This is an optimization exercise on Yosys and OpenROAD, whose aim is small area and few clock cycles, not a production implementation.
The RTL was checked by simulation tests, not by an equivalence proof against the original design.
No activity file was given, so power comes from the tool's default toggle rates.

==> flow/design.v <==
module framer #(
    parameter CAPACITY = 64
) (
    input  wire       clk,
    input  wire       rst,
    input  wire       rx_valid,
    input  wire [7:0] rx_data,
    output wire       rx_ready,
    output wire       tx_valid,
    output wire [7:0] tx_data,
    input  wire       tx_ready,
    output wire       proc_valid,
    output wire [5:0] proc_len,
    input  wire [5:0] proc_addr,
    input  wire       proc_we,
    input  wire [7:0] proc_wdata,
    output wire [7:0] proc_rdata,
    input  wire       proc_done,
    input  wire [5:0] proc_rlen
);
    localparam HEAD = 5;
    localparam TAIL = 1;
    localparam MAXP = CAPACITY - HEAD - TAIL;
    localparam [7:0] START_SENTINEL     = 8'h1B;
    localparam [7:0] TOKEN_SENTINEL     = 8'h0E;
    localparam [7:0] ANSWER_CKSUM_ERROR = 8'hB0;
    localparam [7:0] STATUS_CKSUM_ERROR = 8'hC1;
    localparam [2:0] P_START   = 3'd0,
                     P_SEQ     = 3'd1,
                     P_LEN_MSB = 3'd2,
                     P_LEN_LSB = 3'd3,
                     P_TOKEN   = 3'd4,
                     P_DATA    = 3'd5,
                     P_CKSUM   = 3'd6;
    localparam [1:0] T_IDLE = 2'd0,
                     T_HDR  = 2'd1,
                     T_PAY  = 2'd2,
                     T_CK   = 2'd3;
    reg [7:0] buffer [0:MAXP-1];
    reg [2:0] st;
    reg [7:0] ck;
    reg [7:0] seq;
    reg       len_hz;        
    reg [5:0] len;
    reg [5:0] cnt;
    reg       calling;       
    reg [1:0] ts;
    reg [5:0] tidx;          
    reg [7:0] tq;            
    reg [5:0] rlen;
    reg       terr;          
    reg [7:0] tck;
    wire tx_fire  = (ts != T_IDLE) && tx_ready;
    wire tx_free  = (ts == T_IDLE) || ((ts == T_CK) && tx_ready);
    wire seq_free  = !((ts == T_HDR) && (tidx[2:0] == 3'd4) && !tx_ready);
    wire slot_free = (ts == T_IDLE) || (ts == T_CK) || terr ||
                     ((ts == T_PAY) && (tidx > cnt));
    assign proc_valid = calling && tx_free;
    assign proc_len   = len;
    wire [7:0] ck_next = ck ^ rx_data;
    wire       is_start = (rx_data == START_SENTINEL);
    reg rx_ok;
    always @(*) begin
        case (st)
            P_SEQ:   rx_ok = seq_free;
            P_DATA:  rx_ok = slot_free;
            P_CKSUM: rx_ok = tx_free || (ck_next == 8'h00);
            default: rx_ok = 1'b1;
        endcase
    end
    assign rx_ready = calling ? ((st == P_START) && !is_start) : rx_ok;
    wire rx_fire = rx_valid && rx_ready;
    wire call_end = proc_valid && proc_done;
    wire       tx_reads = ((ts == T_HDR) || (ts == T_PAY)) && !terr;
    wire [5:0] rd_addr  = tx_reads ? tidx : proc_addr;
    wire [MAXP-1:0]   rsel;
    wire [8*MAXP-1:0] rflat;
    wire [7:0]        rd_byte;
    genvar gi;
    generate
        for (gi = 0; gi < MAXP; gi = gi + 1) begin : g_rflat
            assign rflat[8*gi +: 8] = buffer[gi];
        end
    endgenerate
    framer_dec #(.N(MAXP)) u_rdec (.a(rd_addr), .sel(rsel));
    framer_rmux #(.N(MAXP)) u_rmux (.sel(rsel), .d(rflat), .q(rd_byte));
    assign proc_rdata = rd_byte;
    wire       wr_en   = calling ? (proc_valid && proc_we) : (rx_fire && (st == P_DATA));
    wire [5:0] wr_addr = calling ? proc_addr : cnt;
    wire [7:0] wr_data = calling ? proc_wdata : rx_data;
    always @(posedge clk) begin
        if (wr_en && (wr_addr < MAXP))
            buffer[wr_addr] <= wr_data;
    end
    wire       hdr_end = (tidx[2:0] == 3'd0);    
    wire       last    = (ts == T_PAY) && (tidx == rlen);
    reg  [7:0] tbyte;
    always @(*) begin
        if (last)
            tbyte = tck ^ tq;
        else if ((ts == T_PAY) || hdr_end)
            tbyte = terr ? (tidx[0] ? STATUS_CKSUM_ERROR : ANSWER_CKSUM_ERROR)
                         : rd_byte;
        else case (tidx[1:0])
            2'd0:    tbyte = seq;
            2'd1:    tbyte = 8'h00;
            2'd2:    tbyte = {2'b00, rlen};
            default: tbyte = TOKEN_SENTINEL;
        endcase
    end
    assign tx_valid = (ts != T_IDLE);
    assign tx_data  = tq;
    wire ld_ok  = call_end && (proc_rlen != 6'd0);
    wire ld_err = rx_fire && !calling && (st == P_CKSUM) && (ck_next != 8'h00);
    always @(posedge clk) begin
        if (rst) begin
            ts <= T_IDLE;
        end else if (ld_ok || ld_err) begin
            ts   <= T_HDR;
            tidx <= 6'd60;
            tq   <= START_SENTINEL;
            tck  <= 8'h00;
            terr <= ld_err;
            rlen <= ld_err ? 6'd2 : proc_rlen;
        end else if (tx_fire) begin
            tck  <= tck ^ tq;
            tq   <= tbyte;
            tidx <= tidx + 1'b1;
            case (ts)
                T_HDR: if (hdr_end)
                    ts <= T_PAY;
                T_PAY: if (last)
                    ts <= T_CK;
                default: ts <= T_IDLE;
            endcase
        end
    end
    always @(posedge clk) begin
        if (rst) begin
            st      <= P_START;
            calling <= 1'b0;
        end else begin
            if (call_end)
                calling <= 1'b0;
            if (rx_fire) begin
                case (st)
                    P_START: if (is_start) begin
                        ck <= rx_data;
                        st <= P_SEQ;
                    end
                    P_SEQ: begin
                        ck  <= ck_next;
                        seq <= rx_data;
                        st  <= P_LEN_MSB;
                    end
                    P_LEN_MSB: begin
                        ck     <= ck_next;
                        len_hz <= (rx_data == 8'h00);
                        st     <= P_LEN_LSB;
                    end
                    P_LEN_LSB: begin
                        ck  <= ck_next;
                        len <= rx_data[5:0];
                        cnt <= 6'd0;
                        st  <= (len_hz && (rx_data != 8'h00) && (rx_data <= MAXP))
                               ? P_TOKEN : P_START;
                    end
                    P_TOKEN: begin
                        ck <= ck_next;
                        st <= (rx_data == TOKEN_SENTINEL) ? P_DATA : P_START;
                    end
                    P_DATA: begin
                        ck  <= ck_next;
                        cnt <= cnt + 1'b1;
                        if (cnt + 1'b1 == len)
                            st <= P_CKSUM;
                    end
                    P_CKSUM: begin
                        st <= P_START;
                        if (ck_next == 8'h00)
                            calling <= 1'b1;
                    end
                    default: st <= P_START;
                endcase
            end
        end
    end
endmodule
module framer_dec #(
    parameter N = 58
) (
    input  wire [5:0]   a,
    output wire [N-1:0] sel
);
    genvar i;
    generate
        for (i = 0; i < N; i = i + 1) begin : g_sel
            assign sel[i] = (a == i);
        end
    endgenerate
endmodule
module framer_rmux #(
    parameter N = 58
) (
    input  wire [N-1:0]   sel,
    input  wire [8*N-1:0] d,
    output reg  [7:0]     q
);
    integer i;
    always @(*) begin
        q = 8'h00;
        for (i = 0; i < N; i = i + 1)
            q = q | (d[8*i +: 8] & {8{sel[i]}});
    end
endmodule
make LEC_CHECK=0 CAP_MARGIN=20 CORE_MARGIN=2 CORE_UTILIZATION=60 CTS_BUF_LIST=sky130_fd_sc_hd__clkbuf_16 CTS_CLUSTER_DIAMETER=100 CTS_CLUSTER_SIZE=25 PLACE_DENSITY=0.7 SETUP_SLACK_MARGIN=0.1 SLEW_MARGIN=20 SYNTH_HIERARCHICAL=1 finish   # period 5.5 ns
run.sh (not shown) runs the stock make flow with config.mk's settings and CLKGATE_MAP_FILE= SYNTH_SCRIPT=/design/flow/synth_recipe.tcl, a recipe that flattens the netlist after the stock synthesis.
Testbench counts at the start, summed over its fixed seeds: cycles 87,179.
Change:
==> flow/flow/run.sh (new file) <==
#!/bin/bash
# The standard layout, with plain buffers on the ports and no CTS dummy loads.
set -euo pipefail
export BUFFER_PORTS_ARGS="-buffer_cell sky130_fd_sc_hd__buf_2"
export REMOVE_ABC_BUFFERS=1
export CTS_ARGS="-sink_clustering_enable -repair_clock_nets -sink_clustering_size 25 -sink_clustering_max_diameter 100 -buf_list sky130_fd_sc_hd__clkbuf_16 -dont_use_dummy_load"
bash standard.sh > standard_flow.log 2>&1
==> flow/standard.sh (new file) <==
#!/bin/bash
# synth_recipe.tcl (not shown) runs the flow's synth.tcl, then flattens the netlist and writes it again
# the make line also repeats each setting of config.mk as NAME=value (left out here)
make -C /OpenROAD-flow-scripts/flow DESIGN_CONFIG=/design/flow/config.mk WORK_HOME=/design/flow/orfs CLKGATE_MAP_FILE= SYNTH_SCRIPT=/design/flow/synth_recipe.tcl "${@:-finish}"
GPL_TIMING_DRIVEN = 0   (was unset)
removed: flow/run.sh
After rerunning: Wire length drops by about 9%. Maximum frequency is higher by about 0.8%. Non-clock buffer count decreases by 153. Clock skew rises by 68 ps. Worst hold slack improved by 28 ps. Design area drops by 5.4%. Power drops by about 1.7%.

* * *

run A:
Starts from the design.v that is shown in full above.
export LEC_CHECK = 0
export CAP_MARGIN = 20
export CORE_MARGIN = 2
export CORE_UTILIZATION = 66
export GPL_TIMING_DRIVEN = 0
export PLACE_DENSITY = 0.74
export SETUP_SLACK_MARGIN = 0.1
export SLEW_MARGIN = 20
export SYNTH_HIERARCHICAL = 1
create_clock -name core_clock -period 5.5 [get_ports {clk}]
standard.sh (not shown) runs the stock make flow with config.mk's settings and CLKGATE_MAP_FILE= SYNTH_SCRIPT=/design/flow/synth_recipe.tcl, a recipe that flattens the netlist after the stock synthesis.
==> flow/flow/run.sh <==
#!/bin/bash
# The standard layout, with plain buffers on the ports and no CTS dummy loads.
set -euo pipefail
export BUFFER_PORTS_ARGS="-buffer_cell sky130_fd_sc_hd__buf_2"
export REMOVE_ABC_BUFFERS=1
export CTS_ARGS="-sink_clustering_enable -repair_clock_nets -sink_clustering_size 25 -sink_clustering_max_diameter 100 -buf_list sky130_fd_sc_hd__clkbuf_16 -dont_use_dummy_load"
bash standard.sh > standard_flow.log 2>&1
Run A finished all stages; layout check result: FAIL, due to negative setup slack.
Testbench counts of run A, summed over its fixed seeds: cycles 87,179.
What run B does differently from run A at the input level:
- CTS_CLUSTER_SIZE newly set to 25
- CTS_CLUSTER_DIAMETER newly set to 100
- CORE_UTILIZATION changed from 66 to 60
- PLACE_DENSITY changed from 0.74 to 0.7
- CTS_BUF_LIST newly set to sky130_fd_sc_hd__clkbuf_16
--- a/flow/flow/run.sh
+++ b/flow/flow/run.sh
@@ -4,3 +4,2 @@
 export BUFFER_PORTS_ARGS="-buffer_cell sky130_fd_sc_hd__buf_2"
-export REMOVE_ABC_BUFFERS=1
 export CTS_ARGS="-sink_clustering_enable -repair_clock_nets -sink_clustering_size 25 -sink_clustering_max_diameter 100 -buf_list sky130_fd_sc_hd__clkbuf_16 -dont_use_dummy_load"
### Flow results
- Run B completed every stage of the flow, and the final layout passed the timing, design-rule and antenna checks.
- The layout overhead on the synthesized area number comes out higher for run B vs run A.
- Going from run A to run B, sequential share of layout area has decreased; worst setup slack has increased.
- Highest net fanout along the worst path in run B is 5 lower than in run A
- Comparing met3 usage in global routing for run B and run A, the smaller number came from run B.
- In run B, the post-layout instance area came out about 3% above the value in run A.
- On worst clock skew on the final layout: between run B and run A, it ends up lower for run A.
- Going from run A to run B, static leakage grew by a few percent.
- Run B vs run A — clock latency on the worst-skew pair rose 0.03 ns.
Setup changes, run B to run C
==> flow/run.sh (new file) <==
#!/bin/bash
# synth_recipe.tcl (not shown) runs the flow's synth.tcl, then flattens the netlist and writes it again
# the make line also repeats each setting of config.mk as NAME=value (left out here)
make -C /OpenROAD-flow-scripts/flow DESIGN_CONFIG=/design/flow/config.mk WORK_HOME=/design/flow/orfs CLKGATE_MAP_FILE= SYNTH_SCRIPT=/design/flow/synth_recipe.tcl finish
removed: flow/flow/run.sh
removed: flow/standard.sh
## What came out
- Summary of the comparison: met2 layer wire length in the routed design is lower in run C, relative to run B.
- Going from run B to run C, the final cell count was found to have gone up by 7.
- When run C is measured against run B, its standby leakage power turns out 0.15 nW higher.
- Any difference in source-to-sink clock delay at the later pin of the worst-skew pair between run B and run C is small enough to ignore.
- From run B to run C the numbers moved as follows: total power consumption of the routed design went up 0.090 mW; register-to-register slack went up 0.04 ns; setup slack at placement went down 0.44 ns; global-route usage went up 0.36 points.
- Wire length of the first global-routing pass, run B and run C: higher on run C
- Run C vs run B, setup slack went down by 0.074 ns.
- Relative to run B, run C degrades finished layout cell area.

[static timing again, ports no longer ideal]
How much do the figures lean on ideal ports? The routed layouts below were timed once more, with nothing changed but the port constraints.
Step 1: set_driving_cell puts a clkbuf_16 on clk and a buf_2 on each other input, an assumption about the parent block.
Step 2, shift: input delay + t, output delay - t, t = (earliest + latest rising clock arrival at the registers) / 2. This alone moves slack from input paths to output paths.
a / b / c = ideal / step 1 / step 2; a / b = the first two.
run | t, ns | setup WS [ns] | clock arrival spread, ns
the first run of note 1 | 0.635 | 0.083 / 0.036 / 0.036 | 0.025 / 0.025
the second run of note 1 | 0.598 | 0.124 / 0.069 / 0.511 | 0.091 / 0.091
run A | 0.607 | -0.006 / -0.062 / 0.385 | 0.063 / 0.063
run B | 0.613 | 0.167 / 0.111 / 0.446 | 0.083 / 0.082
run C | 0.635 | 0.092 / 0.039 / 0.045 | 0.018 / 0.018
